This design comes from an exercise in tuning for small area, a short achievable clock period and few clock cycles on the open sky130 flow, not from production work. Function not checked in this run: the RTL went through the layout flow alone. Power is estimated from default activity; no workload was simulated.

<file path="design/flow/config.mk">
export PLATFORM = sky130hd
export DESIGN_NAME = jtlvi_core
export DESIGN_NICKNAME = jtlvi_core
export VERILOG_FILES = /design/flow/design.v
export SDC_FILE = /design/flow/constraint.sdc
export NUM_CORES = 8
export LEC_CHECK = 0
export CAP_MARGIN = 30
export CORE_MARGIN = 2
export CORE_UTILIZATION = 28
export CTS_BUF_LIST = sky130_fd_sc_hd__clkbuf_8
export PLACE_DENSITY = 0.45
export SLEW_MARGIN = 30
</file>
<file path="design/flow/constraint.sdc">
create_clock -name core_clock -period 14.0 [get_ports {clk}]
set_input_delay 2.8000 -clock core_clock [delete_from_list [all_inputs] [get_ports {clk}]]
set_output_delay 2.8000 -clock core_clock [all_outputs]
set_load 0.01 [all_outputs]
</file>
<file path="design/flow/design.v">
module jtlvi_core (
  input             clk,
  input             rst,         
  input             bus_valid,
  input             bus_we,
  input      [7:0]  bus_addr,
  input      [31:0] bus_wdata,
  output reg        rsp_valid,
  output reg [31:0] rsp_rdata,
  output reg        rsp_err,
  output reg        irq
);
  localparam [31:0] ID_VALUE  = 32'hD40E0100;
  localparam [5:0] R_ID = 6'h00, R_PARAM = 6'h01, R_CTRL = 6'h02, R_STATUS = 6'h03,
                   R_CMD = 6'h04, R_ERRCODE = 6'h05, R_ERRINFO0 = 6'h06,
                   R_ERRINFO1 = 6'h07, R_ERRINFO2 = 6'h08, R_ACC = 6'h09,
                   R_CKFEED = 6'h0A, R_MEMADDR = 6'h0B, R_MEMDATA8 = 6'h0C,
                   R_MEMDATA32 = 6'h0D, R_RESULT0 = 6'h18, R_RESULT1 = 6'h19,
                   R_RESULT2 = 6'h1A;
  localparam [5:0] E_BAD_COMMAND = 6'h01, E_BOUNDS = 6'h02, E_OVERLAP = 6'h03,
                   E_TAG_RANGE = 6'h10, E_TAG_RESERVED = 6'h11, E_VALUE_LENGTH = 6'h12,
                   E_VALUE_BOUNDS = 6'h13, E_VALUE_OVERLAP = 6'h14, E_OVERFLOW = 6'h15,
                   E_DEC_SHORT = 6'h20, E_DEC_MAGIC = 6'h21, E_DEC_CHECKSUM = 6'h22,
                   E_DEC_TRUNC_HEADER = 6'h23, E_DEC_TRUNC_VALUE = 6'h24,
                   E_DEC_CAPACITY = 6'h25;
  localparam [3:0] S_IDLE = 4'd0, S_DISP = 4'd1, S_CS = 4'd2, S_CSW = 4'd3,
                   S_DCK = 4'd4, S_DCHK = 4'd5, S_DW0 = 4'd6, S_DW1 = 4'd7,
                   S_DFIN = 4'd8, S_EV = 4'd9, S_ESZ1 = 4'd10, S_ESZ2 = 4'd11,
                   S_EM = 4'd12, S_CSW1 = 4'd13, S_DCKW = 4'd14, S_CSW2 = 4'd15;
  localparam [3:0] I_HDR = 4'd0, I_D0 = 4'd1, I_D1 = 4'd2, I_V0 = 4'd3, I_V1 = 4'd4,
                   I_V = 4'd5, I_SCAN = 4'd6, I_SNOP = 4'd7, I_SD0 = 4'd8,
                   I_SNOP2 = 4'd9, I_SV0 = 4'd10, I_TAIL = 4'd11, I_NX = 4'd12,
                   I_STOP = 4'd13, I_SC0 = 4'd14;
  localparam [3:0] K_NONE = 4'd0, K_HDR = 4'd1, K_VADDR = 4'd2, K_TV = 4'd3,
                   K_VLVA = 4'd4, K_VAL = 4'd5, K_SCAN = 4'd6, K_TRL = 4'd7,
                   K_PAT = 4'd8, K_ZPAD = 4'd9, K_CKW = 4'd10;
  localparam [3:0] X_HOLD = 4'd0, X_ZERO = 4'd1,
                   X0_CMD = 4'd2, X0_K = 4'd3, X0_A1 = 4'd4, X0_CK = 4'd5, X0_INC = 4'd6,
                   X0_OFF = 4'd7, X0_TOT = 4'd8, X0_EIDX = 4'd9,
                   X2_A1 = 4'd2, X2_T12 = 4'd3, X2_A3 = 4'd4, X2_A6 = 4'd5, X2_RDL = 4'd6,
                   X2_D40E = 4'd7, X2_S = 4'd8, X2_RDA = 4'd9, X2_FLAGS = 4'd10, X2_WL = 4'd11,
                   X2_RDB = 4'd12;
  localparam [4:0] Y_HOLD = 5'd0, Y_ZERO = 5'd1,
                   X1_A0 = 5'd2, X1_A2 = 5'd3, X1_A5 = 5'd4, X1_K = 5'd5, X1_A1 = 5'd6,
                   X1_RDH = 5'd7, X1_CK = 5'd8, X1_DREM = 5'd9, X1_A3 = 5'd10, X1_OFF = 5'd11,
                   X1_RDA = 5'd12, X1_TOT = 5'd13, X1_P = 5'd14, X1_WT = 5'd15, X1_RDB = 5'd16;
  localparam [2:0] W_NONE = 3'd0, W_END0 = 3'd1, W_END1 = 3'd2, W_TH = 3'd3, W_TV = 3'd4,
                   W_CAP = 3'd5;
  reg        ctrl_ie;
  reg        st_busy, st_done, st_busyacc, st_rangeacc;
  reg [31:0] cmd_r;
  reg [5:0]  errcode;
  reg [31:0] x0, x1, x2;
  reg [15:0] acc;
  reg [31:0] mem_addr;
  reg [31:0] a0, a1, a2, a3, a4, a5, a6;
  wire [7:0] opc = cmd_r[7:0];
  reg        op_cs, op_en, op_de;   
  wire       f0  = cmd_r[8];
  wire       f1  = cmd_r[9];
  wire       rsv_ok = (cmd_r[31:10] == 22'd0);
  function [15:0] cstep(input [15:0] a, input [7:0] b);
    cstep = {a[0], a[15:1]} + {8'd0, b};
  endfunction
  reg        pf_v;
  reg [7:0]  pf_b;
  wire [15:0] acc_fed = cstep(acc, pf_b);
  wire [15:0] acc_eff = pf_v ? acc_fed : acc;
  reg        hw_v, hw_4;
  reg [7:0]  hw_a;
  reg [31:0] hw_d;
  reg [7:0]  ew_a;
  reg [63:0] ew_d;
  reg [3:0]  ew_n;
  reg        ew_wr;         
  reg        ew_ck;         
  reg        ew_ckw;        
  reg [7:0]  cs_b1;
  reg [10:0] cs_p2;
  reg [11:0] cs_p3;
  reg [12:0] cs_p4;
  reg [13:0] cs_p5;
  reg [14:0] cs_p6;
  reg [15:0] cs_p7;
  reg [16:0] cs_p8;
  reg [8:0]  cs_sel;        
  reg        cs_ck;         
  reg        cs_ckw;        
  reg  [3:0]  state;
  reg  [7:0]  pa;
  reg  [4:0]  pw1;           
  reg  [63:0] rd;            
  wire [63:0] win;
  wire [7:0]  wp_a = hw_v ? hw_a : cs_ckw ? a2[7:0] + 8'd2 : ew_a;
  wire [63:0] wp_d = hw_v ? (hw_4 ? {hw_d, 32'd0} : {hw_d[7:0], 56'd0}) :
                     cs_ckw ? {ck, 48'd0} : ew_d;
  wire [3:0]  wp_n = hw_v ? (hw_4 ? 4'd4 : 4'd1) : cs_ckw ? 4'd2 : ew_wr ? ew_n : 4'd0;
  jtlvi_mem u_mem (.clk(clk), .pa(pa), .pw1(pw1), .win(win),
                   .wp_a(wp_a), .wp_d(wp_d), .wp_n(wp_n));
  wire [5:0] widx    = bus_addr[7:2];
  wire       aligned = (bus_addr[1:0] == 2'b00);
  wire       mapped  = (widx <= R_MEMDATA32) || (widx >= 6'h10 && widx <= 6'h16) ||
                       (widx >= R_RESULT0 && widx <= R_RESULT2);
  wire bw = bus_valid && bus_we && !rst;
  wire br = bus_valid && !bus_we && !rst;
  wire wr_ctrl    = bw && (bus_addr == 8'h08);
  wire wr_status  = bw && (bus_addr == 8'h0C);
  wire wr_cmd     = bw && (bus_addr == 8'h10);
  wire wr_acc     = bw && (bus_addr == 8'h24);
  wire wr_ckfeed  = bw && (bus_addr == 8'h28);
  wire wr_memaddr = bw && (bus_addr == 8'h2C);
  wire wr_md8     = bw && (bus_addr == 8'h30);
  wire wr_md32    = bw && (bus_addr == 8'h34);
  wire rd_md8     = br && (bus_addr == 8'h30);
  wire rd_md32    = br && (bus_addr == 8'h34);
  wire [6:0] wr_arg;
  assign wr_arg[0] = bw && (bus_addr == 8'h40);
  assign wr_arg[1] = bw && (bus_addr == 8'h44);
  assign wr_arg[2] = bw && (bus_addr == 8'h48);
  assign wr_arg[3] = bw && (bus_addr == 8'h4C);
  assign wr_arg[4] = bw && (bus_addr == 8'h50);
  assign wr_arg[5] = bw && (bus_addr == 8'h54);
  assign wr_arg[6] = bw && (bus_addr == 8'h58);
  wire wr_gated = wr_cmd || wr_acc || wr_ckfeed || wr_memaddr || wr_md8 || wr_md32 ||
                  (wr_arg != 7'd0);
  wire ma_hi0  = (mem_addr[31:8] == 24'd0);
  wire m8_inr  = ma_hi0;
  wire m32_inr = ma_hi0 && !(mem_addr[7:2] == 6'h3F && mem_addr[1:0] != 2'd0);
  wire srst = wr_ctrl && bus_wdata[1];
  wire errz = (errcode == 6'd0);
  wire m8_ok  = !st_busy && m8_inr;
  wire m32_ok = !st_busy && m32_inr;
  wire [31:0] mdata8  = {24'd0, win[63:56] & {8{m8_ok}}};
  wire [31:0] mdata32 = win[63:32] & {32{m32_ok}};
  wire xres = errz && !st_busy;
  reg [31:0] rg0, rg1, rg2, rg3, rg4, rg5, rg6, rdata;
  always @* begin
    case (bus_addr[3:2])
      2'd0: rg0 = ID_VALUE;
      2'd1: rg0 = 32'd8;
      2'd2: rg0 = {31'd0, ctrl_ie};
      default: rg0 = {27'd0, st_rangeacc, st_busyacc, !errz, st_done, st_busy};
    endcase
    case (bus_addr[3:2])
      2'd0: rg1 = cmd_r;
      2'd1: rg1 = {26'd0, errcode};
      2'd2: rg1 = errz ? 32'd0 : x0;
      default: rg1 = errz ? 32'd0 : x1;
    endcase
    case (bus_addr[3:2])
      2'd0: rg2 = errz ? 32'd0 : x2;
      2'd1: rg2 = {16'd0, acc_eff};
      2'd2: rg2 = 32'd0;
      default: rg2 = mem_addr;
    endcase
    case (bus_addr[3:2])
      2'd0: rg3 = mdata8;
      2'd1: rg3 = mdata32;
      default: rg3 = 32'd0;
    endcase
    case (bus_addr[3:2])
      2'd0: rg4 = a0;
      2'd1: rg4 = a1;
      2'd2: rg4 = a2;
      default: rg4 = a3;
    endcase
    case (bus_addr[3:2])
      2'd0: rg5 = a4;
      2'd1: rg5 = a5;
      2'd2: rg5 = a6;
      default: rg5 = 32'd0;
    endcase
    case (bus_addr[3:2])
      2'd0: rg6 = xres ? x0 : 32'd0;
      2'd1: rg6 = xres ? x1 : 32'd0;
      2'd2: rg6 = xres ? x2 : 32'd0;
      default: rg6 = 32'd0;
    endcase
    case (bus_addr[7:4])
      4'h0: rdata = rg0;
      4'h1: rdata = rg1;
      4'h2: rdata = rg2;
      4'h3: rdata = rg3;
      4'h4: rdata = rg4;
      4'h5: rdata = rg5;
      4'h6: rdata = rg6;
      default: rdata = 32'd0;
    endcase
  end
  always @(posedge clk) begin
    if (rst) begin
      rsp_valid <= 1'b0;
      rsp_rdata <= 32'd0;
      rsp_err   <= 1'b0;
    end else begin
      rsp_valid <= bus_valid;
      rsp_err   <= bus_valid && !(aligned && mapped);
      rsp_rdata <= (br && aligned) ? rdata : 32'd0;
    end
  end
  function le256(input [31:0] v);
    le256 = (v[31:9] == 23'd0) && !(v[8] && (v[7:0] != 8'd0));
  endfunction
  function inb(input [31:0] b, input lz, input lle, input [8:0] l9);
    inb = lz || (le256(b) && lle && ({1'b0, b[8:0]} + {1'b0, l9} <= 10'd256));
  endfunction
  function ovl(input [8:0] b1, input lz1, input [8:0] l1, input [8:0] b2, input lz2, input [8:0] l2);
    ovl = !lz1 && !lz2 && ({1'b0, b1} < {1'b0, b2} + {1'b0, l2}) &&
          ({1'b0, b2} < {1'b0, b1} + {1'b0, l1});
  endfunction
  wire a1z = (a1 == 32'd0), a3z = (a3 == 32'd0), a6z = (a6 == 32'd0);
  wire a1t_le = (a1[31:5] == 27'd0) && (a1[4:0] <= 5'd21);
  wire a3t_le = (a3[31:5] == 27'd0) && (a3[4:0] <= 5'd21);
  wire [8:0] a1t = {a1[4:0], 3'b000} + {1'b0, a1[4:0], 2'b00};
  wire [8:0] a3t = {a3[4:0], 3'b000} + {1'b0, a3[4:0], 2'b00};
  reg c_a0a1, c_a0t1, c_a2a3, c_a2t3, c_a5a6, c_oe1, c_oe2, c_od, c_lt4;
  always @(posedge clk) begin
    c_a0a1 <= !inb(a0, a1z, le256(a1), a1[8:0]);
    c_a0t1 <= !inb(a0, a1z, a1t_le, a1t);
    c_a2a3 <= !inb(a2, a3z, le256(a3), a3[8:0]);
    c_a2t3 <= !inb(a2, a3z, a3t_le, a3t);
    c_a5a6 <= !inb(a5, a6z, le256(a6), a6[8:0]);
    c_oe1  <= ovl(a0[8:0], a1z, a1t, a2[8:0], a3z, a3[8:0]);
    c_oe2  <= ovl(a5[8:0], a6z, a6[8:0], a2[8:0], a3z, a3[8:0]);
    c_od   <= ovl(a0[8:0], a1z, a1[8:0], a2[8:0], a3z, a3t);
    c_lt4  <= (a1 < 32'd4);
  end
  wire [31:0] tx = opc[0] ? a3 : a1;
  wire [32:0] t12s = {1'b0, tx[28:0], 3'b000} + {1'b0, tx[29:0], 2'b00};
  wire [31:0] t12 = ((tx[31:29] != 3'd0) || t12s[32]) ? 32'hFFFFFFFF : t12s[31:0];
  reg [15:0] ck;
  reg [8:0]  cnt;           
  reg        first;         
  reg [8:0]  off;           
  reg [8:0]  rem;           
  reg [8:0]  sbase;         
  reg [23:0] prv;           
  reg        wk_act;        
  reg [2:0]  wk_ev;         
  reg [31:0] wtl;           
  reg [8:0]  hp;            
  reg [5:0]  jrec;
  reg [8:0]  hlen;
  reg [1:0]  wc;            
  reg [4:0]  eidx;          
  reg [5:0]  wrem;          
  reg [5:0]  ev_err;        
  reg [12:0] elen;
  reg        vlz, vlle;
  reg [8:0]  vl9;
  reg        et;            
  reg [12:0] em;            
  reg [3:0]  iph;
  reg [3:0]  rk, rkd;       
  reg [3:0]  rkn, rknd;     
  reg [7:0]  wa;            
  reg [7:0]  dp;            
  reg [4:0]  rcnt;          
  reg [7:0]  iva;           
  reg [8:0]  ivr;           
  reg [8:0]  crem;          
  reg [8:0]  prem;          
  reg [8:0]  pwr;           
  reg [7:0]  pra;           
  reg        a6r;           
  reg        tflag;         
  reg [4:0]  si;
  reg [7:0]  sa;
  reg [4:0]  cs_idx;
  reg [7:0]  cs_d;
  reg        found, have_last;
  reg [20:0] best, last;
  reg [15:0] btag;          
  reg [15:0] tc0, tc1, tc2, tc3, tc4, tc5, tc6, tc7;
  reg [2:0]  tr0, tr1, tr2, tr3, tr4, tr5, tr6, tr7;
  reg        tcm;           
  reg [2:0]  nq;            
  reg [15:0] ns_tag;        
  reg [7:0]  ns_d;
  reg [7:0]  bd;
  wire [16:0] y1 = {1'b0, ck} + {8'd0, cs_b1, 1'b0};
  wire [16:0] y2 = {1'b0, ck} + {6'd0, cs_p2};
  wire [16:0] y3 = {1'b0, ck} + {5'd0, cs_p3};
  wire [16:0] y4 = {1'b0, ck} + {4'd0, cs_p4};
  wire [16:0] y5 = {1'b0, ck} + {3'd0, cs_p5};
  wire [16:0] y6 = {1'b0, ck} + {2'd0, cs_p6};
  wire [16:0] y7 = {1'b0, ck} + {1'd0, cs_p7};
  wire [17:0] y8 = {2'b0, ck} + {1'b0, cs_p8};
  wire g1 = y1[1] ^ y1[16], g2 = y2[2] ^ y2[16], g3 = y3[3] ^ y3[16], g4 = y4[4] ^ y4[16];
  wire g5 = y5[5] ^ y5[16], g6 = y6[6] ^ y6[16];
  wire c1 = ck[0];
  wire k1 = c1;                         
  wire k2 = c1 & g1;
  wire k3 = c1 & g1 & g2;
  wire k4 = c1 & g1 & g2 & g3;
  wire k5 = c1 & g1 & g2 & g3 & g4;
  wire k6 = c1 & g1 & g2 & g3 & g4 & g5;
  wire k7 = c1 & g1 & g2 & g3 & g4 & g5 & g6;
  wire c2 = y1[1] ^ (y1[16] & k1);
  wire c3 = y2[2] ^ (y2[16] & k2);
  wire c4 = y3[3] ^ (y3[16] & k3);
  wire c5 = y4[4] ^ (y4[16] & k4);
  wire c6 = y5[5] ^ (y5[16] & k5);
  wire c7 = y6[6] ^ (y6[16] & k6);
  wire c8 = y7[7] ^ (y7[16] & k7);
  wire       t1 = y1[16] ^ c1;
  wire [1:0] t2 = {1'b0, y2[16]} + {c2, c1};
  wire [2:0] t3 = {2'b0, y3[16]} + {c3, c2, c1};
  wire [3:0] t4 = {3'b0, y4[16]} + {c4, c3, c2, c1};
  wire [4:0] t5 = {4'b0, y5[16]} + {c5, c4, c3, c2, c1};
  wire [5:0] t6 = {5'b0, y6[16]} + {c6, c5, c4, c3, c2, c1};
  wire [6:0] t7 = {6'b0, y7[16]} + {c7, c6, c5, c4, c3, c2, c1};
  wire [7:0] t8 = {6'b0, y8[17:16]} + {c8, c7, c6, c5, c4, c3, c2, c1};
  reg  [15:0] ck_nx;
  always @*
    ck_nx = ({16{cs_sel[1]}} & {t1, y1[15:1]}) | ({16{cs_sel[2]}} & {t2, y2[15:2]}) |
            ({16{cs_sel[3]}} & {t3, y3[15:3]}) | ({16{cs_sel[4]}} & {t4, y4[15:4]}) |
            ({16{cs_sel[5]}} & {t5, y5[15:5]}) | ({16{cs_sel[6]}} & {t6, y6[15:6]}) |
            ({16{cs_sel[7]}} & {t7, y7[15:7]}) | ({16{cs_sel[8]}} & {t8, y8[15:8]}) |
            ({16{cs_sel[0]}} & ck);
  wire [3:0]  sn8 = (cnt >= 9'd8) ? 4'd8 : {1'b0, cnt[2:0]};
  wire [3:0]  sn4 = (cnt >= 9'd4) ? 4'd4 : {1'b0, cnt[2:0]};
  wire        slast8 = (cnt <= 9'd8);
  wire        slast4 = (cnt <= 9'd4);
  wire [3:0]  vn = (crem >= 9'd8) ? 4'd8 : {1'b0, crem[2:0]};
  wire [20:0] skey = {rd[47:32], cs_idx};
  wire        scond = (!have_last || skey > last) && (!found || skey < best);
  wire [20:0] best_nx = scond ? skey : best;
  reg  [63:0] em_d;
  reg  [3:0]  em_n;
  always @* begin
    em_d = 64'd0;
    em_n = 4'd0;
    case (rkd)
      K_HDR:  begin em_d = {32'hD40E0000, 32'd0}; em_n = 4'd4; end
      K_TV:   begin em_d = {rd[47:32], rd[15:0], 32'd0}; em_n = 4'd4; end
      K_VLVA: begin em_d = {btag, rd[47:32], 32'd0}; em_n = 4'd4; end
      K_VAL:  begin em_d = rd; em_n = vn; end
      K_TRL:  begin em_d = {32'hFFFF0000, 32'd0}; em_n = 4'd4; end
      K_PAT:  begin
        em_n = rknd;
        if (a6[8:0] == 9'd1)      em_d = {8{rd[63:56]}};
        else if (a6[8:0] == 9'd2) em_d = {4{rd[63:48]}};
        else if (a6[8:0] == 9'd4) em_d = {2{rd[63:32]}};
        else                      em_d = rd;
      end
      K_ZPAD: begin em_d = 64'd0; em_n = rknd; end
      default: ;
    endcase
  end
  wire [3:0] prem8 = (prem >= 9'd8) ? 4'd8 : {1'b0, prem[2:0]};
  wire [3:0] pwr8  = (pwr >= 9'd8) ? 4'd8 : {1'b0, pwr[2:0]};
  wire [3:0] pcap  = a6r ? 4'd8 : pwr8;
  wire [3:0] pn    = (prem8 < pcap) ? prem8 : pcap;
  wire        a4nz  = (a4 != 32'd0);
  wire        a4big = (a4[31:13] != 19'd0);
  wire        enc_t = f1 || (a4nz && (a4big || (elen < a4[12:0])));
  wire        usep  = a4nz && (a4big || (em < a4[12:0]));
  wire [31:0] enc_tot = usep ? a4 : {19'd0, em};
  wire        enc_ovf = usep ? (a4 > a3) : ({19'd0, em} > a3);
  wire [8:0]  enc_p = usep ? (a4[8:0] - em[8:0]) : 9'd0;
  wire [8:0]  drem  = rem;                       
  wire        d_end = (rem == 9'd0);
  wire        d_th  = (rem < 9'd4);
  wire [8:0]  drem4 = drem - 9'd4;
  wire        d_cap = (a3 == {26'd0, x0[5:0]});
  wire [55:0] wwin = {prv, rd[63:32]};
  reg  [31:0] hdr;
  always @*
    case (off[1:0])
      2'd1: hdr = wwin[55:24];
      2'd2: hdr = wwin[47:16];
      2'd3: hdr = wwin[39:8];
      default: hdr = wwin[31:0];
    endcase
  wire        h_due = wk_act && (off <= sbase);
  wire        h_tv  = ({7'd0, drem4} < hdr[15:0]);
  wire [31:0] wA = rd[63:32], wB = rd[31:0];
  wire        bval = (wrem >= 6'd2);
  wire [5:0]  tag_err_A = (wA[31:16] != 16'd0) ? E_TAG_RANGE :
                          (wA[15:0] == 16'hFFFF) ? E_TAG_RESERVED : 6'd0;
  wire [5:0]  tag_err_B = (wB[31:16] != 16'd0) ? E_TAG_RANGE :
                          (wB[15:0] == 16'hFFFF) ? E_TAG_RESERVED : 6'd0;
  wire [5:0]  len_err_A = (wA[31:16] != 16'd0) ? E_VALUE_LENGTH : 6'd0;
  wire [5:0]  len_err_B = (wB[31:16] != 16'd0) ? E_VALUE_LENGTH : 6'd0;
  wire        lzA = (wA == 32'd0), lleA = le256(wA);
  wire [5:0]  adr_err_A = !inb(wA, vlz, vlle, vl9) ? E_VALUE_BOUNDS :
                          ovl(wA[8:0], vlz, vl9, a2[8:0], a3z, a3[8:0]) ? E_VALUE_OVERLAP : 6'd0;
  wire [5:0]  adr_err_B = !inb(wB, lzA, lleA, wA[8:0]) ? E_VALUE_BOUNDS :
                          ovl(wB[8:0], lzA, wA[8:0], a2[8:0], a3z, a3[8:0]) ? E_VALUE_OVERLAP : 6'd0;
  wire [5:0]  errA = (wc == 2'd0) ? tag_err_A : (wc == 2'd1) ? len_err_A : adr_err_A;
  wire        tin_v = (wc == 2'd0) || (wc == 2'd2 && bval);
  wire [15:0] tin   = (wc == 2'd0) ? wA[15:0] : wB[15:0];
  wire [4:0]  tin_i = (wc == 2'd0) ? eidx : eidx + 5'd1;
  wire [7:0]  tgt = {tc7 > tin, tc6 > tin, tc5 > tin, tc4 > tin,
                     tc3 > tin, tc2 > tin, tc1 > tin, tc0 > tin};
  wire [7:0]  tlt = (8'd1 << tin_i[2:0]) - 8'd1;       
  wire [7:0]  tinc = tgt & tlt;
  wire [7:0]  tle  = ~tgt & tlt;
  wire [2:0]  trank = tle[0] + tle[1] + tle[2] + tle[3] + tle[4] + tle[5] + tle[6];
  wire [7:0]  tvalid = (a1[4:0] >= 5'd8) ? 8'hFF : ((8'd1 << a1[2:0]) - 8'd1);
  wire [7:0]  qsel = tvalid & {tr7 == nq, tr6 == nq, tr5 == nq, tr4 == nq,
                               tr3 == nq, tr2 == nq, tr1 == nq, tr0 == nq};
  wire [15:0] qtag = ({16{qsel[0]}} & tc0) | ({16{qsel[1]}} & tc1) | ({16{qsel[2]}} & tc2) |
                     ({16{qsel[3]}} & tc3) | ({16{qsel[4]}} & tc4) | ({16{qsel[5]}} & tc5) |
                     ({16{qsel[6]}} & tc6) | ({16{qsel[7]}} & tc7);
  wire [6:0]  q12 = ({7{qsel[1]}} & 7'd12) | ({7{qsel[2]}} & 7'd24) | ({7{qsel[3]}} & 7'd36) |
                    ({7{qsel[4]}} & 7'd48) | ({7{qsel[5]}} & 7'd60) | ({7{qsel[6]}} & 7'd72) |
                    ({7{qsel[7]}} & 7'd84);
  wire [5:0]  errB = !bval ? 6'd0 : (wc == 2'd0) ? len_err_B : (wc == 2'd1) ? adr_err_B : tag_err_B;
  reg        ie_n, done_n;  
  reg [7:0]  pa_n;          
  reg [4:0]  pw1_n;         
  reg        pe;            
  reg [3:0]  xs0, xs2;      
  reg [4:0]  xs1;           
  reg [2:0]  kv0;           
  reg        kv1;           
  reg        sb;            
  reg [4:0]  xe;            
  reg [63:0] st_d;          
  reg [3:0]  st_n;
  reg        st_wr, st_ck, st_ckw;
  reg [7:0]  st_a;
  wire [16:0] sp2, sp3, sp4, sp5, sp6, sp7, sp8, sq34, sq56, sq78, sq57, sq58;
  jtlvi_add17 u_s2  (.x({8'd0, ew_d[63:56], 1'b0}), .y({7'd0, ew_d[55:48], 2'b00}), .s(sp2));
  jtlvi_add17 u_s34 (.x({6'd0, ew_d[47:40], 3'b000}), .y({5'd0, ew_d[39:32], 4'b0000}), .s(sq34));
  jtlvi_add17 u_s56 (.x({4'd0, ew_d[31:24], 5'd0}), .y({3'd0, ew_d[23:16], 6'd0}), .s(sq56));
  jtlvi_add17 u_s78 (.x({2'd0, ew_d[15:8], 7'd0}), .y({1'd0, ew_d[7:0], 8'd0}), .s(sq78));
  jtlvi_add17 u_s57 (.x(sq56), .y({2'd0, ew_d[15:8], 7'd0}), .s(sq57));
  jtlvi_add17 u_s58 (.x(sq56), .y(sq78), .s(sq58));
  jtlvi_add17 u_s3  (.x(sp2), .y({6'd0, ew_d[47:40], 3'b000}), .s(sp3));
  jtlvi_add17 u_s4  (.x(sp2), .y(sq34), .s(sp4));
  jtlvi_add17 u_s5  (.x(sp4), .y({4'd0, ew_d[31:24], 5'd0}), .s(sp5));
  jtlvi_add17 u_s6  (.x(sp4), .y(sq56), .s(sp6));
  jtlvi_add17 u_s7  (.x(sp4), .y(sq57), .s(sp7));
  jtlvi_add17 u_s8  (.x(sp4), .y(sq58), .s(sp8));
  always @(posedge clk) begin
    ie_n = ctrl_ie; done_n = st_done;
    pa_n = pa;
    pw1_n = pw1; pe = 1'b0;
    xs0 = X_HOLD; xs1 = X_HOLD; xs2 = X_HOLD;
    kv0 = 3'd0; kv1 = 1'b0; sb = 1'b0; xe = 5'd0;
    st_d = 64'd0; st_n = 4'd0; st_wr = 1'b0; st_ck = 1'b0; st_ckw = 1'b0; st_a = wa;
    hw_v <= 1'b0;
      if (pf_v) acc <= acc_fed;
      pf_v <= 1'b0;
      if (wr_ctrl) ie_n = bus_wdata[0];
      if (wr_status) begin
        if (bus_wdata[1]) done_n = 1'b0;
        if (bus_wdata[3]) st_busyacc  <= 1'b0;
        if (bus_wdata[4]) st_rangeacc <= 1'b0;
      end
      if (st_busy && (wr_gated || rd_md8 || rd_md32)) st_busyacc <= 1'b1;
      if (!st_busy) begin
        if (wr_cmd) begin
          cmd_r   <= bus_wdata;
          op_cs   <= (bus_wdata[7:0] == 8'h01) && (bus_wdata[31:10] == 22'd0) && !bus_wdata[9];
          op_en   <= (bus_wdata[7:0] == 8'h02) && (bus_wdata[31:10] == 22'd0);
          op_de   <= (bus_wdata[7:0] == 8'h03) && (bus_wdata[31:8] == 24'd0);
          done_n  = 1'b0;
          errcode <= 6'd0;
          st_busy <= 1'b1;
          state   <= S_DISP;
          setpa(a0[7:0]);
        end
        if (wr_acc)    acc <= bus_wdata[15:0];
        if (wr_ckfeed) begin pf_v <= 1'b1; pf_b <= bus_wdata[7:0]; end
        if (wr_memaddr) begin
          mem_addr <= bus_wdata;
          setpa(bus_wdata[7:0]);
        end
        if (wr_md8 || rd_md8) begin
          if (m8_inr) begin
            mem_addr <= {23'd0, mem_addr[8:0] + 9'd1};
            setpa(mem_addr[7:0] + 8'd1);
          end else st_rangeacc <= 1'b1;
        end
        if (wr_md32 || rd_md32) begin
          if (m32_inr) begin
            mem_addr <= {23'd0, mem_addr[8:0] + 9'd4};
            setpa(mem_addr[7:0] + 8'd4);
          end else st_rangeacc <= 1'b1;
        end
        if (wr_md8 && m8_inr) begin
          hw_v <= 1'b1; hw_4 <= 1'b0; hw_a <= mem_addr[7:0]; hw_d <= bus_wdata;
        end
        if (wr_md32 && m32_inr) begin
          hw_v <= 1'b1; hw_4 <= 1'b1; hw_a <= mem_addr[7:0]; hw_d <= bus_wdata;
        end
        if (wr_arg[0]) a0 <= bus_wdata;
        if (wr_arg[1]) a1 <= bus_wdata;
        if (wr_arg[2]) a2 <= bus_wdata;
        if (wr_arg[3]) a3 <= bus_wdata;
        if (wr_arg[4]) a4 <= bus_wdata;
        if (wr_arg[5]) a5 <= bus_wdata;
        if (wr_arg[6]) a6 <= bus_wdata;
      end
      rd   <= win;
      rkd  <= rk;
      rknd <= rkn;
      case (state)
        S_IDLE: ;
        S_DISP: begin
          xs0 = X_ZERO; xs1 = X_ZERO; xs2 = X_ZERO;
          setpe(pa + 8'd8);
          if (op_cs) begin
            if (c_a0a1) begin
              kv0 = 3'd1; fail(E_BOUNDS, X0_K, X1_A0, X2_A1);
            end else begin
              cnt   <= a1[8:0];
              state <= a1z ? S_CSW : S_CS;    
            end
          end else if (op_en) begin
            if (c_a0t1) begin
              kv0 = 3'd2; fail(E_BOUNDS, X0_K, X1_A0, X2_T12);
            end else if (c_a2a3) begin
              kv0 = 3'd3; fail(E_BOUNDS, X0_K, X1_A2, X2_A3);
            end else if (c_a5a6) begin
              kv0 = 3'd4; fail(E_BOUNDS, X0_K, X1_A5, X2_A6);
            end else if (c_oe1) begin
              kv0 = 3'd2; fail(E_OVERLAP, X0_K, X1_K, X_ZERO);
            end else if (c_oe2) begin
              kv0 = 3'd4; fail(E_OVERLAP, X0_K, X1_K, X_ZERO);
            end else begin
              wc     <= 2'd0;
              eidx   <= 5'd0;
              wrem   <= {1'b0, a1[4:0]} + {a1[4:0], 1'b0};    
              ev_err <= 6'd0;
              elen   <= 13'd4;
              state  <= a1z ? S_ESZ1 : S_EV;
            end
          end else if (op_de) begin
            setpe(pa + 8'd4);
            if (c_a0a1) begin
              kv0 = 3'd6; fail(E_BOUNDS, X0_K, X1_A0, X2_A1);
            end else if (c_a2t3) begin
              kv0 = 3'd7; fail(E_BOUNDS, X0_K, X1_A2, X2_T12);
            end else if (c_od) begin
              kv0 = 3'd6; kv1 = 1'b1; fail(E_OVERLAP, X0_K, X1_K, X_ZERO);
            end else if (c_lt4)
              fail(E_DEC_SHORT, X0_A1, X_ZERO, X_ZERO);
            else begin
              cnt   <= a1[8:0];
              first <= 1'b1;
              off   <= 9'd4;
              rem   <= a1[8:0] - 9'd4;
              sbase <= 9'd0;
              wk_act <= 1'b1;
              wk_ev <= W_NONE;
              state <= S_DCK;
            end
          end else begin
            fail(E_BAD_COMMAND, X0_CMD, X_ZERO, X_ZERO);
          end
        end
        S_CS: begin
          cnt  <= cnt - {5'd0, sn8};
          setpe(pa + 8'd8);
          st_d = rd; st_n = sn8; st_ck = 1'b1;
          if (slast8) state <= S_CSW1;
        end
        S_CSW1: state <= S_CSW2;
        S_CSW2: state <= S_CSW;
        S_CSW: begin
          acc <= ck;
          xs0 = X0_CK; xs1 = X1_A1;
          finish();
        end
        S_DCK: begin
          first <= 1'b0;
          if (first) begin
            xs1 = X1_RDH;                        
            xs2 = X2_RDL;                        
          end
          cnt <= cnt - {5'd0, sn4};
          st_d = {first ? {rd[63:48], 16'd0} : rd[63:32], 32'd0}; st_n = sn4; st_ck = 1'b1;
          sbase <= sbase + 9'd4;
          prv   <= rd[55:32];
          if (h_due) begin
            if (d_end) begin
              wk_act <= 1'b0; wk_ev <= W_END0;
            end else if (d_th) begin
              wk_act <= 1'b0; wk_ev <= W_TH;
            end else if (hdr[31:16] == 16'hFFFF) begin
              wk_act <= 1'b0; wk_ev <= W_END1;
            end else if (h_tv) begin
              wk_act <= 1'b0; wk_ev <= W_TV; wtl <= hdr;
            end else if (d_cap) begin
              wk_act <= 1'b0; wk_ev <= W_CAP;
            end else begin
              xs0 = X0_INC;
              off <= off + 9'd4 + hdr[8:0];
              rem <= rem - 9'd4 - hdr[8:0];
            end
          end
          if (slast4) begin
            setpe(a0[7:0] + 8'd4);
            state <= S_DCKW;
          end else
            setpe(pa + 8'd4);
        end
        S_DCKW: begin
          first <= 1'b1;                         
          if (first) state <= S_DCHK;
        end
        S_DCHK: begin
          if (x1[15:0] != 16'hD40E)
            fail(E_DEC_MAGIC, X_ZERO, X_HOLD, X2_D40E);
          else if (ck != x2[15:0])
            fail(E_DEC_CHECKSUM, X_ZERO, X1_CK, X_HOLD);
          else if (wk_act ? !d_end : (wk_ev == W_TH))
            fail(E_DEC_TRUNC_HEADER, X0_OFF, X1_DREM, X_ZERO);
          else if (!wk_act && wk_ev == W_TV)
            fail(E_DEC_TRUNC_VALUE, X0_OFF, X1_WT, X2_WL);
          else if (!wk_act && wk_ev == W_CAP)
            fail(E_DEC_CAPACITY, X0_OFF, X1_A3, X_ZERO);
          else
            end_pass0(!wk_act && wk_ev == W_END1);
        end
        S_DW0: begin
          st_d = {16'd0, rd[63:48], 16'd0, rd[47:32]}; st_n = 4'd8; st_wr = 1'b1;
          hlen  <= rd[40:32];
          pa_n  = hp[7:0] + rd[39:32];
          pw1_n = (hp[7:0] + 8'd8 + rd[39:32]) >> 3; pe = 1'b0;
          state <= S_DW1;
        end
        S_DW1: begin
          st_d = {23'd0, hp, 32'd0}; st_n = 4'd4; st_wr = 1'b1;
          hp   <= hp + 9'd4 + hlen;
          jrec <= jrec + 6'd1;
          state <= (jrec + 6'd1 == x0[5:0]) ? S_DFIN : S_DW0;
        end
        S_DFIN: begin
          acc <= ck;
          finish();
        end
        S_EV: begin
          if (ev_err != 6'd0)
            fail(ev_err, X_HOLD, X_HOLD, X_HOLD);
          else begin
            setpe(pa + 8'd8);
            wrem <= wrem - 6'd2;
            ev_err <= (errA != 6'd0) ? errA : errB;
            xe = (errA != 6'd0 || wc != 2'd2) ? eidx : eidx + 5'd1;
            xs0 = X0_EIDX;
            case (wc)
              2'd0: begin                        
                xs1 = X1_RDA;
                xs2 = (errA != 6'd0) ? X_ZERO : X2_RDB;
                vlz  <= (wB == 32'd0);
                vlle <= le256(wB);
                vl9  <= wB[8:0];
                wc   <= 2'd2;
              end
              2'd1: begin                        
                xs2 = (errA != 6'd0) ? X2_RDA : X2_RDB;
                vlz  <= lzA;
                vlle <= lleA;
                vl9  <= wA[8:0];
                if (bval) begin
                  elen <= elen + 13'd4 + {4'd0, wA[8:0]};
                  eidx <= eidx + 5'd1;
                end
                wc   <= 2'd0;
              end
              default: begin                     
                xs1 = (errA != 6'd0) ? X_HOLD : X1_RDB;
                xs2 = (errA != 6'd0) ? X2_RDA : X_ZERO;
                elen <= elen + 13'd4 + {4'd0, vl9};
                eidx <= eidx + 5'd1;
                wc   <= 2'd1;
              end
            endcase
            if (wrem <= 6'd2) state <= S_ESZ1;
            if (tin_v && tin_i[4:3] == 2'd0) begin
              if (tinc[0]) tr0 <= tr0 + 3'd1;
              if (tinc[1]) tr1 <= tr1 + 3'd1;
              if (tinc[2]) tr2 <= tr2 + 3'd1;
              if (tinc[3]) tr3 <= tr3 + 3'd1;
              if (tinc[4]) tr4 <= tr4 + 3'd1;
              if (tinc[5]) tr5 <= tr5 + 3'd1;
              if (tinc[6]) tr6 <= tr6 + 3'd1;
              case (tin_i[2:0])
                3'd0: begin tc0 <= tin; tr0 <= trank; end
                3'd1: begin tc1 <= tin; tr1 <= trank; end
                3'd2: begin tc2 <= tin; tr2 <= trank; end
                3'd3: begin tc3 <= tin; tr3 <= trank; end
                3'd4: begin tc4 <= tin; tr4 <= trank; end
                3'd5: begin tc5 <= tin; tr5 <= trank; end
                3'd6: begin tc6 <= tin; tr6 <= trank; end
                default: begin tc7 <= tin; tr7 <= trank; end
              endcase
            end
          end
        end
        S_ESZ1: begin
          if (ev_err != 6'd0)
            fail(ev_err, X_HOLD, X_HOLD, X_HOLD);
          else begin
            et    <= enc_t;
            em    <= elen + (enc_t ? 13'd4 : 13'd0);
            state <= S_ESZ2;
          end
        end
        S_ESZ2: begin
          if (enc_ovf)
            fail(E_OVERFLOW, X_ZERO, X1_TOT, X2_A3);
          else begin
            xs0 = X0_TOT; xs1 = X1_P; xs2 = X2_FLAGS;
            wa    <= a2[7:0];
            iph   <= I_HDR;
            rk    <= K_NONE;
            rkd   <= K_NONE;
            rcnt  <= 5'd0;
            dp    <= a0[7:0];
            have_last <= 1'b0;
            tcm   <= f0 && (a1[4:0] <= 5'd8);
            nq    <= 3'd0;
            tflag <= et;
            prem  <= enc_p;
            pwr   <= a6[8:0];
            pra   <= a5[7:0];
            a6r   <= a6z || (a6[8:0] == 9'd1) || (a6[8:0] == 9'd2) || (a6[8:0] == 9'd4);
            si    <= 5'd0;
            sa    <= a0[7:0];
            state <= S_EM;
          end
        end
        S_EM: begin
          ns_tag <= qtag;
          ns_d   <= a0[7:0] + {1'b0, q12};
          case (rkd)
            K_TV:   crem <= rd[8:0];
            K_VLVA: crem <= rd[40:32];
            K_VAL:  crem <= crem - {5'd0, vn};
            K_SCAN: begin
              if (scond) begin
                best  <= skey;
                bd    <= cs_d;
                found <= 1'b1;
              end
            end
            default: ;
          endcase
          if (rkd == K_SCAN) begin
            cs_idx <= cs_idx + 5'd1;
            cs_d   <= cs_d + 8'd12;
          end else begin
            cs_idx <= 5'd0;
            cs_d   <= a0[7:0];
            found  <= 1'b0;
          end
          if (rkd == K_CKW) begin
            st_ckw = 1'b1;
          end else begin
            st_d = em_d; st_n = em_n; st_wr = 1'b1; st_ck = 1'b1;
          end
          if (cs_ckw) begin
            acc <= ck;
            finish();
          end
          rk  <= K_NONE;
          rkn <= 4'd0;
          case (iph)
            I_HDR: begin
              rk  <= K_HDR;
              iph <= a1z ? I_TAIL : !f0 ? I_D0 : tcm ? I_SC0 : I_SCAN;
            end
            I_D0: begin setpe(dp + 8'd8); rk <= K_VADDR; iph <= I_D1; end
            I_D1: begin setpe(dp);        rk <= K_TV;    iph <= I_V0; end
            I_V0: begin
              setpe(rd[39:32]);
              rk  <= K_VAL;
              iva <= rd[39:32] + 8'd8;
              iph <= I_V1;
            end
            I_V1: begin
              if (rd[8:0] > 9'd8) begin
                setpe(iva);
                rk  <= K_VAL;
                iva <= iva + 8'd8;
                ivr <= rd[8:0] - 9'd16;
                iph <= (rd[8:0] > 9'd16) ? I_V : I_NX;
              end else
                start_next();
            end
            I_V: begin
              setpe(iva);
              rk  <= K_VAL;
              iva <= iva + 8'd8;
              ivr <= ivr - 9'd8;
              if (ivr <= 9'd8) iph <= I_NX;
            end
            I_NX: start_next();
            I_SCAN: begin
              setpe(sa);
              rk <= K_SCAN;
              sa <= sa + 8'd12;
              si <= si + 5'd1;
              if (si + 5'd1 == a1[4:0]) iph <= I_SNOP;
            end
            I_SNOP: iph <= I_SD0;
            I_SD0: begin
              pa_n  = scond ? (cs_d + 8'd4) : (bd + 8'd4);
              pw1_n = scond ? ((cs_d + 8'd12) >> 3) : ((bd + 8'd12) >> 3); pe = 1'b0;
              rk <= K_VLVA;
              btag <= best_nx[20:5];
              last <= best_nx;
              have_last <= 1'b1;
              iph <= I_SNOP2;
            end
            I_SNOP2: iph <= I_SV0;
            I_SC0: sorted_cached();
            I_SV0: begin
              if (rd[40:32] != 9'd0) begin
                setpe(rd[7:0]);
                rk  <= K_VAL;
                iva <= rd[7:0] + 8'd8;
                ivr <= rd[40:32] - 9'd8;
                iph <= (rd[40:32] > 9'd8) ? I_V : I_NX;
              end else
                start_next();
            end
            I_TAIL: tail_issue();
            default: ;
          endcase
        end
        default: state <= S_IDLE;
      endcase
    if (rst || srst) begin
      ie_n        = 1'b0;
      st_busy     <= 1'b0;
      done_n      = 1'b0;
      st_busyacc  <= 1'b0;
      st_rangeacc <= 1'b0;
      cmd_r       <= 32'd0;
      errcode     <= 6'd0;
      xs0 = X_ZERO; xs1 = X_ZERO; xs2 = X_ZERO;
      acc         <= 16'd0;
      pf_v        <= 1'b0;
      mem_addr    <= 32'd0;
      a0 <= 32'd0; a1 <= 32'd0; a2 <= 32'd0; a3 <= 32'd0;
      a4 <= 32'd0; a5 <= 32'd0; a6 <= 32'd0;
      state       <= S_IDLE;
      setpa(8'd0);
    end
    ctrl_ie <= ie_n;
    st_done <= done_n;
    irq     <= ie_n & done_n;
    pa  <= pa_n;
    pw1 <= pe ? pa_n[7:3] + 5'd1 : pw1_n;
    ew_a   <= st_a;
    ew_d   <= st_d;
    ew_n   <= st_n;
    ew_wr  <= st_wr;
    ew_ck  <= st_ck;
    ew_ckw <= st_ckw;
    cs_b1  <= ew_d[63:56];
    cs_p2  <= sp2;
    cs_p3  <= sp3;
    cs_p4  <= sp4;
    cs_p5  <= sp5;
    cs_p6  <= sp6;
    cs_p7  <= sp7;
    cs_p8  <= sp8;
    cs_sel <= 9'd1 << ew_n;
    cs_ck  <= ew_ck;
    cs_ckw <= ew_ckw;
    if (st_wr) wa <= wa + {4'd0, st_n};
    if (cs_ck) ck <= ck_nx;
    if (state == S_DISP) ck <= (op_cs && f0) ? acc : 16'd0;
    if (state == S_ESZ2) ck <= 16'd0;
    case (xs0)
      X_ZERO:  x0 <= 32'd0;
      X0_CMD:  x0 <= cmd_r;
      X0_K:    x0 <= {29'd0, kv0};
      X0_A1:   x0 <= a1;
      X0_CK:   x0 <= {16'd0, ck};
      X0_INC:  x0 <= x0 + 32'd1;
      X0_OFF:  x0 <= {23'd0, off};
      X0_TOT:  x0 <= enc_tot;
      X0_EIDX: x0 <= {27'd0, xe};
      default: ;
    endcase
    case (xs1)
      X_ZERO:  x1 <= 32'd0;
      X1_A0:   x1 <= a0;
      X1_A2:   x1 <= a2;
      X1_A5:   x1 <= a5;
      X1_K:    x1 <= kv1 ? 32'd7 : 32'd3;
      X1_A1:   x1 <= a1;
      X1_RDH:  x1 <= {16'd0, rd[63:48]};
      X1_CK:   x1 <= {16'd0, ck};
      X1_DREM: x1 <= {23'd0, drem};
      X1_A3:   x1 <= a3;
      X1_OFF:  x1 <= {23'd0, off};
      X1_RDA:  x1 <= wA;
      X1_TOT:  x1 <= enc_tot;
      X1_P:    x1 <= {23'd0, enc_p};
      X1_WT:   x1 <= {16'd0, wtl[31:16]};
      X1_RDB:  x1 <= wB;
      default: ;
    endcase
    case (xs2)
      X_ZERO:   x2 <= 32'd0;
      X2_A1:    x2 <= a1;
      X2_T12:   x2 <= t12;
      X2_A3:    x2 <= a3;
      X2_A6:    x2 <= a6;
      X2_RDL:   x2 <= {16'd0, rd[47:32]};
      X2_D40E:  x2 <= 32'h0000D40E;
      X2_S:     x2 <= {31'd0, sb};
      X2_RDA:   x2 <= wA;
      X2_FLAGS: x2 <= {30'd0, et & !f1, et};
      X2_WL:    x2 <= {16'd0, wtl[15:0]};
      X2_RDB:   x2 <= wB;
      default: ;
    endcase
  end
  task fail(input [5:0] code, input [3:0] s0, input [4:0] s1, input [3:0] s2);
    begin
      errcode <= code;
      xs0     = s0;
      xs1     = s1;
      xs2     = s2;
      finish();
    end
  endtask
  task setpa(input [7:0] x);
    begin
      pa_n  = x;
      pw1_n = x[7:3] + 5'd1;
      pe    = 1'b0;
    end
  endtask
  task setpe(input [7:0] x);
    begin
      pa_n  = x;
      pe    = 1'b1;
    end
  endtask
  task finish;
    begin
      st_busy <= 1'b0;
      done_n  = 1'b1;
      state   <= S_IDLE;
      setpe(mem_addr[7:0]);
    end
  endtask
  task end_pass0(input s);
    begin
      xs1 = X1_OFF;
      xs2 = X2_S;
      sb  = s;
      if (x0[5:0] == 6'd0) begin
        acc <= ck;
        finish();
      end else begin
        hp    <= a0[8:0] + 9'd8;
        jrec  <= 6'd0;
        wa    <= a2[7:0];
        state <= S_DW0;
      end
    end
  endtask
  task start_next;
    begin
      if (rcnt + 5'd1 == a1[4:0]) begin
        iph <= I_TAIL;
        tail_issue();
      end else begin
        rcnt <= rcnt + 5'd1;
        if (f0 && tcm)
          sorted_cached();
        else if (f0) begin
          setpe(a0[7:0]);
          rk  <= K_SCAN;
          sa  <= a0[7:0] + 8'd12;
          si  <= 5'd1;
          iph <= I_SCAN;
        end else begin
          setpe(dp + 8'd20);
          rk  <= K_VADDR;
          dp  <= dp + 8'd12;
          iph <= I_D1;
        end
      end
    end
  endtask
  task sorted_cached;
    begin
      setpe(ns_d + 8'd4);
      rk   <= K_VLVA;
      btag <= ns_tag;
      nq   <= nq + 3'd1;
      iph  <= I_SNOP2;
    end
  endtask
  task tail_issue;
    begin
      if (tflag) begin
        rk    <= K_TRL;
        tflag <= 1'b0;
      end else if (prem == 9'd0) begin
        rk  <= K_CKW;
        iph <= I_STOP;
      end else begin
        rk   <= a6z ? K_ZPAD : K_PAT;
        setpe(pra);
        rkn  <= pn;
        prem <= prem - {5'd0, pn};
        if (!a6r) begin
          if (pwr == {5'd0, pn}) begin
            pwr <= a6[8:0];
            pra <= a5[7:0];
          end else begin
            pwr <= pwr - {5'd0, pn};
            pra <= pra + {4'd0, pn};
          end
        end
      end
    end
  endtask
endmodule
module jtlvi_mem (
  input             clk,
  input      [7:0]  pa,
  input      [4:0]  pw1,         
  output     [63:0] win,         
  input      [7:0]  wp_a,
  input      [63:0] wp_d,        
  input      [3:0]  wp_n         
);
  reg [7:0] e0 [0:15];
  reg [7:0] e1 [0:15];
  reg [7:0] e2 [0:15];
  reg [7:0] e3 [0:15];
  reg [7:0] e4 [0:15];
  reg [7:0] e5 [0:15];
  reg [7:0] e6 [0:15];
  reg [7:0] e7 [0:15];
  reg [7:0] o0 [0:15];
  reg [7:0] o1 [0:15];
  reg [7:0] o2 [0:15];
  reg [7:0] o3 [0:15];
  reg [7:0] o4 [0:15];
  reg [7:0] o5 [0:15];
  reg [7:0] o6 [0:15];
  reg [7:0] o7 [0:15];
  wire [4:0] pw = pa[7:3];
  wire [2:0] pl = pa[2:0];
  wire [3:0] ie = pw[0] ? pw1[4:1] : pw[4:1];
  wire [3:0] io = pw[4:1];
  reg  [63:0] de, dq;
  integer e;
  always @* begin
    de = 64'd0; dq = 64'd0;
    for (e = 0; e < 16; e = e + 1) begin
      if (ie == e) de = de | {e0[e], e1[e], e2[e], e3[e], e4[e], e5[e], e6[e], e7[e]};
      if (io == e) dq = dq | {o0[e], o1[e], o2[e], o3[e], o4[e], o5[e], o6[e], o7[e]};
    end
  end
  wire [63:0] w0 = pw[0] ? dq : de;      
  wire [63:0] w1 = pw[0] ? de : dq;      
  reg  [63:0] lanes;
  integer L;
  always @*
    for (L = 0; L < 8; L = L + 1)
      lanes[63 - 8*L -: 8] = (L < pl) ? w1[63 - 8*L -: 8] : w0[63 - 8*L -: 8];
  reg  [63:0] wr;
  always @*
    case (pl)
      3'd0: wr = lanes;
      3'd1: wr = {lanes[55:0], lanes[63:56]};
      3'd2: wr = {lanes[47:0], lanes[63:48]};
      3'd3: wr = {lanes[39:0], lanes[63:40]};
      3'd4: wr = {lanes[31:0], lanes[63:32]};
      3'd5: wr = {lanes[23:0], lanes[63:24]};
      3'd6: wr = {lanes[15:0], lanes[63:16]};
      default: wr = {lanes[7:0], lanes[63:8]};
    endcase
  assign win = wr;
  wire [4:0] ww  = wp_a[7:3];
  wire [4:0] ww1 = wp_a[7:3] + 5'd1;
  wire [2:0] wl  = wp_a[2:0];
  wire [3:0] we_i = ww[0] ? ww1[4:1] : ww[4:1];    
  wire [3:0] wo_i = ww[4:1];                       
  reg  [63:0] wrot;
  always @*
    case (wl)
      3'd0: wrot = wp_d;
      3'd1: wrot = {wp_d[7:0], wp_d[63:8]};
      3'd2: wrot = {wp_d[15:0], wp_d[63:16]};
      3'd3: wrot = {wp_d[23:0], wp_d[63:24]};
      3'd4: wrot = {wp_d[31:0], wp_d[63:32]};
      3'd5: wrot = {wp_d[39:0], wp_d[63:40]};
      3'd6: wrot = {wp_d[47:0], wp_d[63:48]};
      default: wrot = {wp_d[55:0], wp_d[63:56]};
    endcase
  reg  [7:0] lwe, lodd;
  reg  [2:0] bi;
  always @*
    for (L = 0; L < 8; L = L + 1) begin
      bi = L[2:0] - wl;
      lwe[L]  = ({1'b0, bi} < wp_n);
      lodd[L] = (L[2:0] < wl) ? ww1[0] : ww[0];    
    end
  wire [7:0] lwe_e = lwe & ~lodd;
  wire [7:0] lwe_o = lwe & lodd;
  always @(posedge clk) begin
    if (lwe_e[0]) e0[we_i] <= wrot[63:56];
    if (lwe_e[1]) e1[we_i] <= wrot[55:48];
    if (lwe_e[2]) e2[we_i] <= wrot[47:40];
    if (lwe_e[3]) e3[we_i] <= wrot[39:32];
    if (lwe_e[4]) e4[we_i] <= wrot[31:24];
    if (lwe_e[5]) e5[we_i] <= wrot[23:16];
    if (lwe_e[6]) e6[we_i] <= wrot[15:8];
    if (lwe_e[7]) e7[we_i] <= wrot[7:0];
    if (lwe_o[0]) o0[wo_i] <= wrot[63:56];
    if (lwe_o[1]) o1[wo_i] <= wrot[55:48];
    if (lwe_o[2]) o2[wo_i] <= wrot[47:40];
    if (lwe_o[3]) o3[wo_i] <= wrot[39:32];
    if (lwe_o[4]) o4[wo_i] <= wrot[31:24];
    if (lwe_o[5]) o5[wo_i] <= wrot[23:16];
    if (lwe_o[6]) o6[wo_i] <= wrot[15:8];
    if (lwe_o[7]) o7[wo_i] <= wrot[7:0];
  end
endmodule
module jtlvi_add17 (
  input  [16:0] x,
  input  [16:0] y,
  output [16:0] s
);
  wire [16:0] g0 = x & y, p0 = x ^ y;
  wire [16:0] g1, p1, g2, p2, g3, p3, g4, p4, g5;
  genvar i;
  generate
    for (i = 0; i < 17; i = i + 1) begin : l1
      if (i >= 1) begin : a
        assign g1[i] = g0[i] | (p0[i] & g0[i-1]);
        assign p1[i] = p0[i] & p0[i-1];
      end else begin : b
        assign g1[i] = g0[i];
        assign p1[i] = p0[i];
      end
      if (i >= 2) begin : c
        assign g2[i] = g1[i] | (p1[i] & g1[i-2]);
        assign p2[i] = p1[i] & p1[i-2];
      end else begin : d
        assign g2[i] = g1[i];
        assign p2[i] = p1[i];
      end
      if (i >= 4) begin : e
        assign g3[i] = g2[i] | (p2[i] & g2[i-4]);
        assign p3[i] = p2[i] & p2[i-4];
      end else begin : f
        assign g3[i] = g2[i];
        assign p3[i] = p2[i];
      end
      if (i >= 8) begin : g
        assign g4[i] = g3[i] | (p3[i] & g3[i-8]);
        assign p4[i] = p3[i] & p3[i-8];
      end else begin : h
        assign g4[i] = g3[i];
        assign p4[i] = p3[i];
      end
      if (i >= 16) begin : k
        assign g5[i] = g4[i] | (p4[i] & g4[i-16]);
      end else begin : m
        assign g5[i] = g4[i];
      end
    end
  endgenerate
  assign s = p0 ^ {g5[15:0], 1'b0};
endmodule
</file>
<file path="design/flow/flow/run.sh">
#!/bin/bash
set -euo pipefail
bash standard.sh SETUP_SLACK_MARGIN=9.0 ABC_CLOCK_PERIOD_IN_PS=4500 finish > standard_flow.log 2>&1
</file>
<file path="design/flow/standard.sh">
#!/bin/bash
# synth_recipe.tcl (not shown) runs the flow's synth.tcl, then flattens the netlist and writes it again
# the make line also repeats each setting of config.mk as NAME=value (left out here)
make -C /OpenROAD-flow-scripts/flow DESIGN_CONFIG=/design/flow/config.mk WORK_HOME=/design/flow/orfs CLKGATE_MAP_FILE= SYNTH_SCRIPT=/design/flow/synth_recipe.tcl "${@:-finish}"
</file>
==> impl_metrics.toml <==
[power]
vdd_drop_max_mv = 0.0943
report.power.total_mw = 20.0
p_leak_nw = 73.5
p_per_area_mw_per_mm2 = 97.6

[worst_hold_path]
whs_path_depth = 0
hold_class = "flip-flop to flip-flop"

[critical_path]
cp.arrival_ns = 6.56
worstRegToRegCells = 15
cp-start-kind = "flip-flop"
crit_path_end_kind = "flip-flop"
path_max_fanout = 11
critical_path_class = "flip-flop to flip-flop"
critPathRequiredTime_ns = 15.01

[drt]
vias_per_cell = 5.93
route.vias.total = 150000
drtIter0Drc = 23700
wire_per_inst_um = 35.6
drt_wl_total_um = 902000
dr.pass1.iters = 10
final_antenna_net_count = 0
drcViolationCount = 0

[global_routing]
grt_pass1_wl_um = 1210000
antenna_found_initial = 107
grt_max_degree = 93
track_usage_pct = 27.3
first_global_vias = 139000
gr-total-overflow = 0

[synth]
synth.distinct_cells = 123
synthArstFlopShare_pct = 0
synth_edf_count = 2731
yosys_warnings = 2
ys_seq_area_share_pct = 54.2
postSynth.topFlopCell = "edfxtp_1"
synth_area_mm2 = 0.175
synth_fp_nets = 16800
synthCells = 15900
ys_seq_elements = 3357
syn_area_per_cell_um2 = 11.0

[timing]
max_freq_mhz = 180
finalSetupViolCount = 0
relSlewSlack_pct = 22.3
fin_crit_ns = 5.55
fin_skew_ns = 0.155
hold_violations = 0
slew_viol_final = 0
grt_setup_unrepaired = "true"
finalSetupTns_ns = 0
worst_pin_slew_ns = 1.15
period_share_pct = 39.7

[floorplanning]
num_rows = 290
core_area_mm2 = 0.622
die_height_um = 794
fp.dieArea_mm2 = 0.630
initial_core_util_pct = 28.0
fp.dieW_um = 794
ios = 79

[clock_network]
cts_sinks = 3357
cts_tree = "done"
insertion_delay_ns = 1.40
cts_buffer_depth = 4
htreeDepth = 6
cts_buffers = 591
root_buffer = "clkbuf_8"
clk_pin_slew_ns = 0.06

[placed_design]
portBuffers = 78
dp.cells = 24000
routabilityCongestion = 0.972
placed_cell_area_mm2 = 0.189
dp_hpwl_um = 626000

[cells_and_area]
stdcell_count = 25300
final_nets = 17400
multi_input_area_mm2 = 0.0781
drive_gt1_share_pct = 16.2
area_growth_pct = 17.6
final_common_cell = "edfxtp_1"
design_area_mm2 = 0.205
final-seq-area_mm2 = 0.0946
layout_common_cells = "edfxtp_1 (2,731), nand2_1 (1,746), a21oi_1 (1,150)"
fillers = 63200

[outcome]
outcome = "no timing/DRC/antenna violations"

[flow_run]
drv_cap = 0
metrics by stage:
stage | hold WS [ns] | setup WS (ns) | utilization (%)
3_3_place_gp | 0.314 | 4.91 | 30.3
4_1_cts | 0.324 | 8.54 | 32.7
3_5_place_dp | 0.318 | 4.94 | 30.4
2_1_floorplan | 0.310 | 8.33 | -
6_report | 0.329 | 8.45 | 33.0
5_1_grt | 0.329 | 8.36 | 33.0
area by class of cell:
type | instances | share of cell area (%)
sequential | 3357 | 46.1
multi-input combinational | 11100 | 38.0
tap | 8322 | 5.07
timing repair buffer | 1031 | 4.52
clock buffer | 633 | 4.24
clock inverter | 421 | 1.11
inverter | 456 | 0.851
antenna | 62 | 0.0756
critical path, stage by stage, from the launching register on:
cell and delay, ns:
dfxtp_2 0.54, buf_12 0.31, mux2_2 0.31, inv_1 0.19, ha_1 0.34, nand4_1 0.26
or2_2 0.43, o221ai_1 0.29, o41ai_4 0.19, nand2_1 0.13, fa_1 0.44, fa_1 0.51
inv_2 0.04, fa_2 0.35, fa_2 0.53, mux2_2 0.30
Yosys cell counts, types with 333 or more instances:
master    instances  area (µm²)
dfxtp_1         626       12500
nand2_1        1792        6730
a22oi_1         754        5660
nor2_1         1068        4010
o21ai_0         739        3700
clkbuf_1        779        2920
edfxtp_1       2731       82000
a21oi_1        1266        6340
xnor2_1         407        3560
nand3_1         333        1670
inv_1           447        1680
ha_1            770        9630
final timing paths:
check | slack (ns) | to | startpoint
setup reg to reg | 8.45 | tr0[1] | rd[47]
hold / removal | 0.33 | cs_ck | ew_ck
setup / recovery | 8.45 | tr0[1] | rd[47]
hold reg to reg | 0.33 | cs_ck | ew_ck
layer usage:
metal  global-route usage (%)  vias to the layer above  routed length, µm
met2                     39.4                     9831             375000
met4                     14.0                       42              54400
met1                     37.4                    76000             371000
met3                     7.15                     2127             102000
met5                        0                        -                293
li1                         -                    62300                  -
kinds of logic after synthesis:
group	Yosys count	synth area share (%)
muxes	364	2.64
adders and majority gates	822	6.11
AOI/OAI and AO/OA	4822	18.8
DFF	3357	54.2
xor gates and xnor gates	633	3.19
other	1	0.00215
buffers and inverters	1516	3.43
and+or+nand+nor	4401	11.6
where the power goes:
part           internal, mW  switching [mW]
clock                  4.41            4.48
combinational         0.120           0.337
sequential             10.7          0.0312
what timing repair did:
| action | 4_1_cts | 5_1_grt |
|---|---|---|
| hold buffers | 0 | 0 |
| setup buffers | 115 | 52 |
| cloned | 17 | 3 |
| resized for setup | 576 | 192 |
| endpoints found under the setup margin | 4388 | 2923 |
| pin swaps | 57 | 41 |

==> separate check: timing with driven ports <==
Ports are ideal in the flow. The routed layout listed here was re-timed in OpenROAD. Step 1, drivers: a clkbuf_16 drives clk and a buf_2 each remaining input, both assumed. Step 2 adds t to the input delays and takes it off the output delays; t is the mean of the earliest and latest rising clock arrival at the registers after step 1. Input paths then give back, and output paths get back, about the clock's delay inside the block. Slacks: no drivers / after step 1 / after step 2; pairs: no drivers / after step 1.
shift t [ns]: 1.450
setup WS [ns]: 8.448 / 8.448 / 7.488
worst slew at a driven data input, ns: 0.13
After both steps setup and hold are still met in this run. The setup slack of this run moves by 0.000 ns with the drivers and by -0.960 ns with both steps.
